What follows belongs to an exercise in optimizing a design on an open flow for small area, a short achievable clock period and few clock cycles; a production flow would make more cautious choices.
Only simulation tests tie the RTL to the original design; equivalence was not proved.
Power figures rest on the tool's default switching activity, not on a simulated workload.

===== design/flow/config.mk =====
export PLATFORM = sky130hd
export DESIGN_NAME = m10_numeng
export DESIGN_NICKNAME = m10_numeng
export VERILOG_FILES = /design/flow/design.v
export SDC_FILE = /design/flow/constraint.sdc
export NUM_CORES = 4
export LEC_CHECK = 0
export CAP_MARGIN = 20
export CORE_MARGIN = 2
export CORE_UTILIZATION = 40
export PLACE_DENSITY = 0.6
export SLEW_MARGIN = 20

===== design/flow/constraint.sdc =====
create_clock -name core_clock -period 6.0 [get_ports {clk}]
set_input_delay 1.2000 -clock core_clock [delete_from_list [all_inputs] [get_ports {clk}]]
set_output_delay 1.2000 -clock core_clock [all_outputs]
set_load 0.01 [all_outputs]

===== design/flow/design.v =====
module m10_numeng #(
    parameter [31:0] REF_CLK   = 32'd50000000,
    parameter [31:0] K_MS      = 32'd1000,
    parameter [31:0] K_US      = 32'd1,
    parameter [7:0]  FINE_WRAP = 8'd127
) (
    input  wire        clk,
    input  wire        rst,
    input  wire        tick,
    input  wire        cmd_valid,
    output wire        cmd_ready,
    input  wire [7:0]  cmd_op,
    input  wire [7:0]  cmd_imm,
    input  wire [31:0] cmd_arg,
    output wire        rsp_valid,
    output wire [2:0]  rsp_err,
    output wire [31:0] rsp_data,
    output wire        tx_valid,
    input  wire        tx_ready,
    output wire [7:0]  tx_data
);
    localparam integer MD_K = 4;                
    localparam [2:0]  MD_LAST = 24 / MD_K - 1;
    localparam [6:0]  FINE_LAST = FINE_WRAP[6:0] - 7'd1;
    localparam [25:0] NREF = REF_CLK[25:0];
    localparam [1:0] F_DEC = 2'd0;
    localparam [1:0] F_HEX = 2'd1;
    localparam [1:0] F_OCT = 2'd2;
    localparam [1:0] F_BIN = 2'd3;
    reg [6:0]  fine;
    reg [31:0] coarse;
    wire       cinc = tick && (fine == FINE_LAST);
    always @(posedge clk) begin
        if (rst) begin
            fine   <= 7'd0;
            coarse <= 32'd0;
        end else if (tick) begin
            if (fine == FINE_LAST) begin
                fine   <= 7'd0;
                coarse <= coarse + 32'd1;
            end else begin
                fine <= fine + 7'd1;
            end
        end
    end
    reg chan_open;
    wire i_snap  = (cmd_op == 8'h01);
    wire i_ms    = (cmd_op == 8'h02);
    wire i_us    = (cmd_op == 8'h03);
    wire i_open  = (cmd_op == 8'h20);
    wire i_close = (cmd_op == 8'h21);
    wire i_pi    = (cmd_op == 8'h2C);
    wire i_pl    = (cmd_op == 8'h2D);
    wire i_u8    = (cmd_op == 8'h2E);
    wire i_z     = i_snap | i_ms | i_us | i_open | i_close;
    wire i_f     = i_pi | i_pl;
    wire i_print = i_f | i_u8;
    wire imm_bin = (cmd_imm == 8'h02);
    wire imm_oct = (cmd_imm == 8'h08);
    wire imm_dec = (cmd_imm == 8'h0A);
    wire imm_hex = (cmd_imm == 8'h10);
    wire imm_fmt = imm_bin | imm_oct | imm_dec | imm_hex;
    wire rate_bad = (cmd_arg == 32'd0) || (cmd_arg > REF_CLK);
    reg [2:0] i_err;
    always @(*) begin
        if (!(i_z | i_print))
            i_err = 3'd1;
        else if (i_z && cmd_imm != 8'h00)
            i_err = 3'd1;
        else if (i_f && !imm_fmt)
            i_err = 3'd1;
        else if ((i_close | i_print) && !chan_open)
            i_err = 3'd2;
        else if (i_open && rate_bad)
            i_err = 3'd3;
        else
            i_err = 3'd0;
    end
    wire i_ok = (i_err == 3'd0);
    reg        rsp_q;       
    reg [2:0]  err_q;
    reg        res_q;       
    reg        ms_q;        
    reg        pr_act;      
    reg        md_act;      
    reg [2:0]  md_cnt;
    reg [9:0]  md_r;
    reg [1:0]  bg_st;       
    localparam [1:0] BG_IDLE = 2'd0;
    localparam [1:0] BG_DIV  = 2'd1;
    localparam [1:0] BG_MINI = 2'd2;
    localparam [1:0] BG_MUL  = 2'd3;
    wire bg_busy = (bg_st != BG_IDLE);
    reg        snd_act;
    reg [39:0] sd;
    reg [4:0]  sp;
    reg [1:0]  sfmt;
    reg        snl;
    reg [1:0]  sph;
    localparam [1:0] PH_SIGN = 2'd0;
    localparam [1:0] PH_DIG  = 2'd1;
    localparam [1:0] PH_NL   = 2'd2;
    reg [7:0]  txd;
    wire snd_last = (sph == PH_NL) || (sph == PH_DIG && sp == 5'd0 && !snl);
    wire snd_adv  = snd_act && tx_ready;
    wire snd_done = snd_adv && snd_last;
    wire cur_busy = rsp_q | md_act | pr_act;
    wire complete = rsp_q | snd_done;
    assign cmd_ready = (!cur_busy || complete) && !(bg_busy && cmd_op[7:2] == 6'd0);
    wire take = cmd_valid && cmd_ready;
    assign rsp_valid = rsp_q | snd_done;
    assign rsp_err   = err_q;
    reg [31:0] A;
    reg [31:0] T;
    reg [25:0] crf;
    reg [4:0]  bg_cnt;
    assign rsp_data = {T[31:24] & {8{res_q & !ms_q}}, T[23:0] & {24{res_q}}};
    wire        b_div = (bg_st == BG_DIV);
    wire        b_mul = (bg_st == BG_MUL);
    wire        nbit  = NREF[bg_cnt];
    wire [31:0] opa = b_div ? {5'd0, A[25:0], nbit} :
                      b_mul ? {A[30:0], 1'b0} : A;
    wire [31:0] opb = b_div ? ~{6'd0, T[25:0]} :
                      (b_mul && !T[bg_cnt]) ? 32'd0 : {6'd0, crf};
    wire [32:0] sum = {1'b0, opa} + {1'b0, opb} + {32'd0, b_div};
    wire        ge  = sum[32];
    reg [4:0] c_top;
    integer k;
    always @(*) begin
        c_top = 5'd0;
        for (k = 0; k < 32; k = k + 1)
            if (coarse[k]) c_top = k[4:0];
    end
    reg [9:0]  mdr_n;
    reg [31:0] mdt_n;
    reg [10:0] mdx;
    integer m;
    always @(*) begin
        mdr_n = md_r;
        mdt_n = T;
        for (m = 0; m < MD_K; m = m + 1) begin
            mdx = {mdr_n, mdt_n[23]};
            if (mdx >= K_MS[10:0]) begin
                mdr_n = mdx[9:0] - K_MS[9:0];
                mdt_n = {mdt_n[30:0], 1'b1};
            end else begin
                mdr_n = mdx[9:0];
                mdt_n = {mdt_n[30:0], 1'b0};
            end
        end
    end
    always @(posedge clk) begin
        if (rst) begin
            chan_open <= 1'b0;
            rsp_q     <= 1'b0;
            err_q     <= 3'd0;
            res_q     <= 1'b0;
            ms_q      <= 1'b0;
            pr_act    <= 1'b0;
            md_act    <= 1'b0;
            md_cnt    <= 3'd0;
            md_r      <= 10'd0;
            bg_st     <= BG_IDLE;
            bg_cnt    <= 5'd0;
            A         <= 32'd0;
            T         <= 32'd0;
            crf       <= 26'd0;
        end else begin
            rsp_q <= 1'b0;
            if (snd_done)
                pr_act <= 1'b0;
            if (md_act) begin
                md_r   <= mdr_n;
                T      <= mdt_n;
                md_cnt <= md_cnt - 3'd1;
                if (md_cnt == 3'd0) begin
                    md_act <= 1'b0;
                    rsp_q  <= 1'b1;
                end
            end
            case (bg_st)
                BG_IDLE: if (cinc) A <= sum[31:0];
                BG_DIV: begin
                    A      <= ge ? {6'd0, sum[25:0]} : {6'd0, opa[25:0]};
                    crf    <= {crf[24:0], ge};
                    bg_cnt <= bg_cnt - 5'd1;
                    if (bg_cnt == 5'd0) bg_st <= BG_MINI;
                end
                BG_MINI: begin
                    T      <= coarse;
                    A      <= 32'd0;
                    bg_cnt <= c_top;
                    if (!cinc) bg_st <= BG_MUL;
                end
                default: begin  
                    A      <= sum[31:0];
                    bg_cnt <= bg_cnt - 5'd1;
                    if (cinc)
                        bg_st <= BG_MINI;
                    else if (bg_cnt == 5'd0)
                        bg_st <= BG_IDLE;
                end
            endcase
            if (take) begin
                err_q <= i_err;
                res_q <= 1'b0;
                ms_q  <= 1'b0;
                if (!i_ok) begin
                    rsp_q <= 1'b1;
                end else if (i_snap) begin
                    T     <= coarse;
                    res_q <= 1'b1;
                    rsp_q <= 1'b1;
                end else if (i_us) begin
                    T     <= A;
                    res_q <= 1'b1;
                    rsp_q <= 1'b1;
                end else if (i_ms) begin
                    T      <= A;
                    md_r   <= {2'd0, A[31:24]};
                    md_cnt <= MD_LAST;
                    md_act <= 1'b1;
                    res_q  <= 1'b1;
                    ms_q   <= 1'b1;
                end else if (i_open) begin
                    chan_open <= 1'b1;
                    rsp_q     <= 1'b1;
                    bg_st     <= BG_DIV;
                    bg_cnt    <= 5'd25;
                    A         <= 32'd0;
                    T         <= {6'd0, cmd_arg[25:0]};
                end else if (i_close) begin
                    chan_open <= 1'b0;
                    rsp_q     <= 1'b1;
                end else begin
                    pr_act <= 1'b1;
                end
            end
        end
    end
    reg        eg_act;      
    reg        eg_com;      
    reg [1:0]  eg_st;
    localparam [1:0] EG_STEP = 2'd0;
    localparam [1:0] EG_FIN  = 2'd1;
    localparam [1:0] EG_DONE = 2'd2;
    reg [31:0] E;
    reg [39:0] C;
    reg [2:0]  eq;
    reg [1:0]  eg_fmt;
    reg        eg_neg;
    reg        eg_nl;
    reg [4:0]  eg_p0;
    wire        in_neg = i_f && imm_dec && cmd_arg[31];
    wire [1:0]  in_fmt = i_u8 ? F_DEC : imm_hex ? F_HEX : imm_oct ? F_OCT :
                         imm_bin ? F_BIN : F_DEC;
    wire [31:0] in_val = i_u8 ? {24'd0, cmd_imm} : in_neg ? (~cmd_arg + 32'd1) : cmd_arg;
    wire [31:0] nib_src = in_neg ? ~cmd_arg : cmd_arg;
    reg [2:0] in_tnib;      
    reg [3:0] in_toct;      
    reg [4:0] in_tbit;      
    integer j;
    always @(*) begin
        in_tnib = 3'd0;
        for (j = 0; j < 8; j = j + 1)
            if (nib_src[4*j +: 4] != 4'd0) in_tnib = j[2:0];
        in_toct = 4'd0;
        for (j = 0; j < 10; j = j + 1)
            if (cmd_arg[3*j +: 3] != 3'd0) in_toct = j[3:0];
        if (cmd_arg[31:30] != 2'd0) in_toct = 4'd10;
        in_tbit = 5'd0;
        for (j = 0; j < 32; j = j + 1)
            if (cmd_arg[j]) in_tbit = j[4:0];
    end
    wire [2:0] in_start = i_u8 ? {2'd0, cmd_imm[7:4] != 4'd0} :
                         (in_neg && in_tnib != 3'd7) ? in_tnib + 3'd1 : in_tnib;
    wire [4:0] in_p0 = (in_fmt == F_HEX) ? {2'd0, in_tnib} :
                       (in_fmt == F_OCT) ? {1'b0, in_toct} : in_tbit;
    reg [3:0] c_tdig;
    always @(*) begin
        c_tdig = 4'd0;
        for (j = 0; j < 10; j = j + 1)
            if (C[4*j +: 4] != 4'd0) c_tdig = j[3:0];
    end
    function [39:0] bcd_dbl;
        input [39:0] c;
        input        b;
        integer i;
        reg [3:0] d;
        reg       ci;
        begin
            ci = b;
            for (i = 0; i < 10; i = i + 1) begin
                d = c[4*i +: 4];
                bcd_dbl[4*i +: 4] = (d >= 4'd5) ? ({d[2:0], ci} + 4'd6) : {d[2:0], ci};
                ci = (d >= 4'd5);
            end
        end
    endfunction
    wire [3:0]  e_nib = E[4*eq +: 4];
    wire [39:0] c_n1 = bcd_dbl(C,    e_nib[3]);
    wire [39:0] c_n2 = bcd_dbl(c_n1, e_nib[2]);
    wire [39:0] c_n3 = bcd_dbl(c_n2, e_nib[1]);
    wire [39:0] c_n4 = bcd_dbl(c_n3, e_nib[0]);
    wire take_print = take && i_print && i_ok;
    wire take_other = take && !(i_print && i_ok);
    wire eg_ready   = eg_act && (eg_st == EG_DONE);
    wire snd_free   = !snd_act || snd_done;
    wire xfer       = eg_ready && (eg_com || take_print) && snd_free;
    wire eg_load = !take_other && cmd_valid && i_print &&
                   (take_print ? !eg_act : (!eg_act || (xfer && eg_com)));
    always @(posedge clk) begin
        if (rst) begin
            eg_act <= 1'b0;
            eg_com <= 1'b0;
            eg_st  <= EG_DONE;
            E      <= 32'd0;
            C      <= 40'd0;
            eq     <= 3'd0;
            eg_fmt <= F_DEC;
            eg_neg <= 1'b0;
            eg_nl  <= 1'b0;
            eg_p0  <= 5'd0;
        end else if (eg_load) begin
            eg_act <= 1'b1;
            eg_com <= take_print;
            eg_fmt <= in_fmt;
            eg_neg <= in_neg;
            eg_nl  <= i_pl;
            E      <= in_val;
            eq     <= in_start;
            eg_p0  <= in_p0;
            if (in_fmt == F_DEC) begin
                C     <= 40'd0;
                eg_st <= EG_STEP;
            end else begin
                C     <= {8'd0, cmd_arg};
                eg_st <= EG_DONE;
            end
        end else if (take_other || (eg_act && !eg_com && !take_print && !cmd_valid) || xfer) begin
            eg_act <= 1'b0;
        end else begin
            if (take_print)
                eg_com <= 1'b1;
            case (eg_st)
                EG_STEP: begin
                    C  <= c_n4;
                    eq <= eq - 3'd1;
                    if (eq == 3'd0) eg_st <= EG_FIN;
                end
                EG_FIN: begin
                    eg_p0 <= {1'b0, c_tdig};
                    eg_st <= EG_DONE;
                end
                default: ;
            endcase
        end
    end
    function [3:0] dsel;
        input [39:0] x;
        input [4:0]  idx;
        input [1:0]  fmt;
        begin
            case (fmt)
                F_OCT:   dsel = {1'b0, x[3*idx +: 3]};
                F_BIN:   dsel = {3'd0, x[idx]};
                default: dsel = x[4*idx +: 4];
            endcase
        end
    endfunction
    wire [39:0] dx  = xfer ? C : sd;
    wire [4:0]  dn  = xfer ? eg_p0 : (sph == PH_SIGN) ? sp : sp - 5'd1;
    wire [1:0]  df  = xfer ? eg_fmt : sfmt;
    wire [3:0]  dv  = dsel(dx, dn, df);
    wire [7:0]  dch = (dv < 4'd10) ? {4'h3, dv} : (8'h37 + {4'd0, dv});
    always @(posedge clk) begin
        if (rst) begin
            snd_act <= 1'b0;
            sd      <= 40'd0;
            sp      <= 5'd0;
            sfmt    <= F_DEC;
            snl     <= 1'b0;
            sph     <= PH_DIG;
            txd     <= 8'd0;
        end else if (xfer) begin
            snd_act <= 1'b1;
            sd      <= C;
            sp      <= eg_p0;
            sfmt    <= eg_fmt;
            snl     <= eg_nl;
            sph     <= eg_neg ? PH_SIGN : PH_DIG;
            txd     <= eg_neg ? 8'h2D : dch;
        end else if (snd_adv) begin
            if (snd_last) begin
                snd_act <= 1'b0;
            end else if (sph == PH_SIGN) begin
                sph <= PH_DIG;
                txd <= dch;
            end else if (sp != 5'd0) begin
                sp  <= sp - 5'd1;
                txd <= dch;
            end else begin
                sph <= PH_NL;
                txd <= 8'h0A;
            end
        end
    end
    assign tx_valid = snd_act;
    assign tx_data  = txd;
endmodule

===== design/flow/run.sh =====
#!/bin/bash
# synth_recipe.tcl (not shown) runs the flow's synth.tcl, then flattens the netlist and writes it again
# the make line also repeats each setting of config.mk as NAME=value (left out here)
make -C /OpenROAD-flow-scripts/flow DESIGN_CONFIG=/design/flow/config.mk WORK_HOME=/design/flow/orfs CLKGATE_MAP_FILE= SYNTH_SCRIPT=/design/flow/synth_recipe.tcl finish

==> flow_summary.json <==
{
  "drive_gt1_share_pct": 11.1,
  "fp.dieW_um": 256,
  "p_leak_nw": 10.9,
  "ys_warn_count": 1,
  "n_fill_cell": 6490,
  "grtUsageTotal_pct": 26.9,
  "grt_pass1_vias": 24000,
  "worstMarginPinSlew_ns": 0.977,
  "async_reset_ff_share_pct": 0,
  "total_power_mw": 4.83,
  "path_cells": "or4b_4, o21ai_4, nand2_4, xnor2_1, ha_1, buf_4, nor3_2, nor3_1, a2111oi_4, inv_1, ha_1, o21ai_1, a21oi_4, xnor2_2, inv_1, ha_1, inv_1, a21oi_1, o21ai_0, o32ai_2, or4_1, nand3_1, o21ai_1, a31oi_1",
  "worst_path_max_delay_cell": "or4b_4",
  "ys_seq_elements": 303,
  "hp-class": "register to register",
  "die_area_um2": 65300,
  "die_h_um": 256,
  "crit_family": "compound AO/OA/AOI/OAI gates",
  "wl_per_cell_um": 20.7,
  "intPower_mw": 3.65,
  "final.period_utilization_pct": 93.6,
  "min_period_ns": 5.62,
  "placed_cells": 4292,
  "synthCells": 3446,
  "maxSlewViolCount": 0,
  "postPlaceCellArea_um2": 27700,
  "cp_num_buf_inv": 4,
  "arrival_ns": 6.12,
  "avgSynthCellArea_um2": 7.34,
  "syn-cell-area_um2": 25300,
  "seq_power_share_pct": 41.9,
  "place.gp.congestion": 0.962,
  "ios": 99,
  "clock_skew_ns": 0.0219,
  "hold_violations": 0,
  "synth_edf_count": 0,
  "cts_root_buf": "clkbuf_16",
  "outcome": "complete, no violations",
  "cp.required_ns": 6.51,
  "via_count": 25700,
  "swShare_pct": 24.4,
  "yosysSeqAreaShare_pct": 24.0,
  "setup_viol": 0,
  "finalWirelength_mm": 90.3,
  "num_rows": 92,
  "synth_flop_cell": "dfxtp_1",
  "ant_nets": 0,
  "slew_headroom_pct": 34.8,
  "grt_pass1_wl_mm": 141,
  "vias_per_cell": 5.90,
  "irDropWorstVdd_uv": 219,
  "cap_violations": 0,
  "crit_fanout": 10,
  "fp.coreArea_um2": 62900,
  "floorplan.initialDensity_pct": 40.3,
  "drc": 0,
  "crit_type": "register to register",
  "clock-sinks": 303,
  "final_cells": 4361,
  "tns_ns": 0,
  "powerDensity_nw_per_um2": 166,
  "drt_iter0_markers": 2241,
  "rsz0062_at_grt": "no",
  "crit_path_start_kind": "register",
  "clockPowerShare_pct": 52.1,
  "post-cts-setup-buffers": 0,
  "htreeDepth": 2,
  "first_pass_iters": 5,
  "power_switching_mw": 1.18,
  "clock.fmax_mhz": 178,
  "cts_tree": "built",
  "syn2layout_area_growth_pct": 14.7,
  "clk_path_buf_depth": 3,
  "synth_cell_type_count": 113,
  "antenna_found_initial": 2,
  "grt_overflow": 0,
  "clkTransAtPathRegs_ns": 0.06,
  "grt_max_degree": 169,
  "p_comb_share_pct": 6.0,
  "final_cell_area_um2": 29000,
  "numCtsBuffers": 39,
  "worstSetupEndpointType": "register",
  "portBuffers": 96,
  "post-dp-hpwl_mm": 67.2,
  "slowest_delay_ns": 0.55,
  "finalNetCount": 3666,
  "insertion_delay_ns": 0.58
}
-- sequential cells by signal, indices dropped and copies added, names as in the netlist, 3 cells and up --
name,flops
A,32
C,40
E,32
T,32
bg_cnt,5
coarse,32
crf,26
eg_p0,5
eq,3
fine,7
md_cnt,3
md_r,10
sd,40
sp,5
txd,7
-- worst register-to-register path, delay by kind of cell, from the launching register on --
family,cells,cell delay (ns)
AO/OA/AOI/OAI,9,1.75
buffers and inverters,4,0.46
adder cells (fa/ha/maj),3,0.70
flip-flops,1,0.49
AND/OR/NAND/NOR,6,1.72
XOR/XNOR,2,0.47
-- Yosys cell counts (56+ instances only) --
cell type / n / area [um2]
xnor2_1: 105 / 920
dfxtp_1: 303 / 6070
clkbuf_1: 209 / 785
a21oi_1: 289 / 1450
ha_1: 124 / 1550
xor2_1: 56 / 490
a211oi_1: 72 / 541
nor2_1: 377 / 1420
inv_1: 128 / 480
mux2i_1: 84 / 841
nand2_1: 426 / 1600
nand3_1: 65 / 325
o21ai_0: 225 / 1130
nor3_1: 113 / 566
-- power groups by stage --
stage | Combinational [mW] | Sequential [mW] | Clock (mW)
global placement | 0.284 | 2.07 | 0
finish | 0.290 | 2.02 | 2.52
CTS | 0.285 | 2.02 | 2.56
floorplan | 0.156 | 2.06 | 0
global route | 0.310 | 2.02 | 2.63
detailed placement | 0.284 | 2.07 | 0
-- final cells by class --
class                           count  area (um2)  area share [%]
Multi-Input combinational cell   2750       17800            61.2
Tap cell                          846        1060            3.65
Timing Repair Buffer              265        2310            7.95
Clock inverter                     15         243           0.836
Antenna cell                        1        2.50         0.00862
Clock buffer                       53        1090            3.75
Inverter                          128         480            1.66
Sequential cell                   303        6070            20.9
-- what timing repair did --
| action | in CTS | in global routing |
|---|---|---|
| hold buffers | 0 | 0 |
| endpoints found under the hold margin | 0 | 0 |
| resized for setup | 0 | 6 |
| endpoints found under the setup margin | 0 | 28 |
-- path summary, 6_finish.rpt --
path                                            from  slack [ns]  depth (start not counted)              endpoint
worst min register to register  crf[14]$_SDFFE_PP0P_        0.44                          2  crf[15]$_SDFFE_PP0P_
worst min-delay path            crf[14]$_SDFFE_PP0P_        0.44                          2  crf[15]$_SDFFE_PP0P_
worst max register to register    md_r[2]$_SDFF_PP0_        0.38                         24       T[0]$_SDFF_PP0_
worst max-delay path              md_r[2]$_SDFF_PP0_        0.38                         24       T[0]$_SDFF_PP0_
-- cells in the final DEF (no fill, tap or decap), drive strengths merged, types with 15 or more instances in the layout --
cell / count
a211oi: 75
a21o: 15
a21oi: 295
a221oi: 20
a22oi: 41
a311oi: 22
a31oi: 34
and2: 50
and3: 19
buf: 169
clkbuf: 54
clkdlybuf4s50: 95
dfxtp: 303
ha: 124
inv: 132
mux2: 41
mux2i: 87
mux4: 28
nand2: 427
nand2b: 54
nand3: 67
nand4: 27
nor2: 378
nor2b: 33
nor3: 115
nor3b: 16
nor4: 33
o211ai: 52
o21a: 21
o21ai: 241
o22ai: 38
o31ai: 32
or3: 23
xnor2: 105
xor2: 56
-- cells by family (layout without fill, tap and decap cells) --
kind of cell	Yosys count	count (layout)	synth area share, %
adders and majority gates	127	127	6.33
xor gates and xnor gates	161	161	5.57
and+or+nand+nor	1296	1296	23.9
DFF	303	303	24.0
buffers and inverters	394	461	6.16
other	1	3	0.0148
muxes	156	156	7.87
AOI/OAI and AO/OA	1008	1008	26.2
-- per-stage QoR --
step / utilization [%] / setup slack, ns / hold slack, ns
after floorplan: - / 0.0998 / 0.429
after global placement: 44.0 / 0.325 / 0.440
after detailed placement: 44.0 / 0.321 / 0.448
after CTS: 46.1 / 0.278 / 0.451
after global routing: 46.2 / 0.0450 / 0.473
final: 46.2 / 0.382 / 0.445
-- metal layers --
layer	track usage (%)	wire length, um	vias up
li1	-	-	12400
met1	36.9	39700	12100
met2	42.8	40800	981
met3	3.57	6110	188
met4	10.5	3750	0
met5	0	0	-
Testbench counts, summed over its fixed seeds: cycles 26,314.

-- separate check: timing with driven ports --
The results above use ideal ports. As a check the final layout listed here was re-extracted and re-timed, cells and wires unchanged.
Step 1 (the two cells are an assumption about what drives the block):
set clk [get_ports {clk}]
set_driving_cell -lib_cell sky130_fd_sc_hd__clkbuf_16 $clk
set_driving_cell -lib_cell sky130_fd_sc_hd__buf_2 [delete_from_list [all_inputs] $clk]
Step 2, shift: input delay + t, output delay - t, t = (earliest + latest rising clock arrival at the registers) / 2. This alone moves slack from input paths to output paths.
a / b / c = no drivers / after step 1 / after step 2; a / b = the first two.
t, ns: 0.630
setup slack, ns: 0.382 / 0.382 / 0.122
worst register clock-pin slew, ns: 0.07 / 0.07
worst data-port slew with drivers (ns): 0.13
After both steps this run still meets setup and hold. For this run, drivers alone change the setup slack by 0.000 ns; drivers and shift together by -0.260 ns.
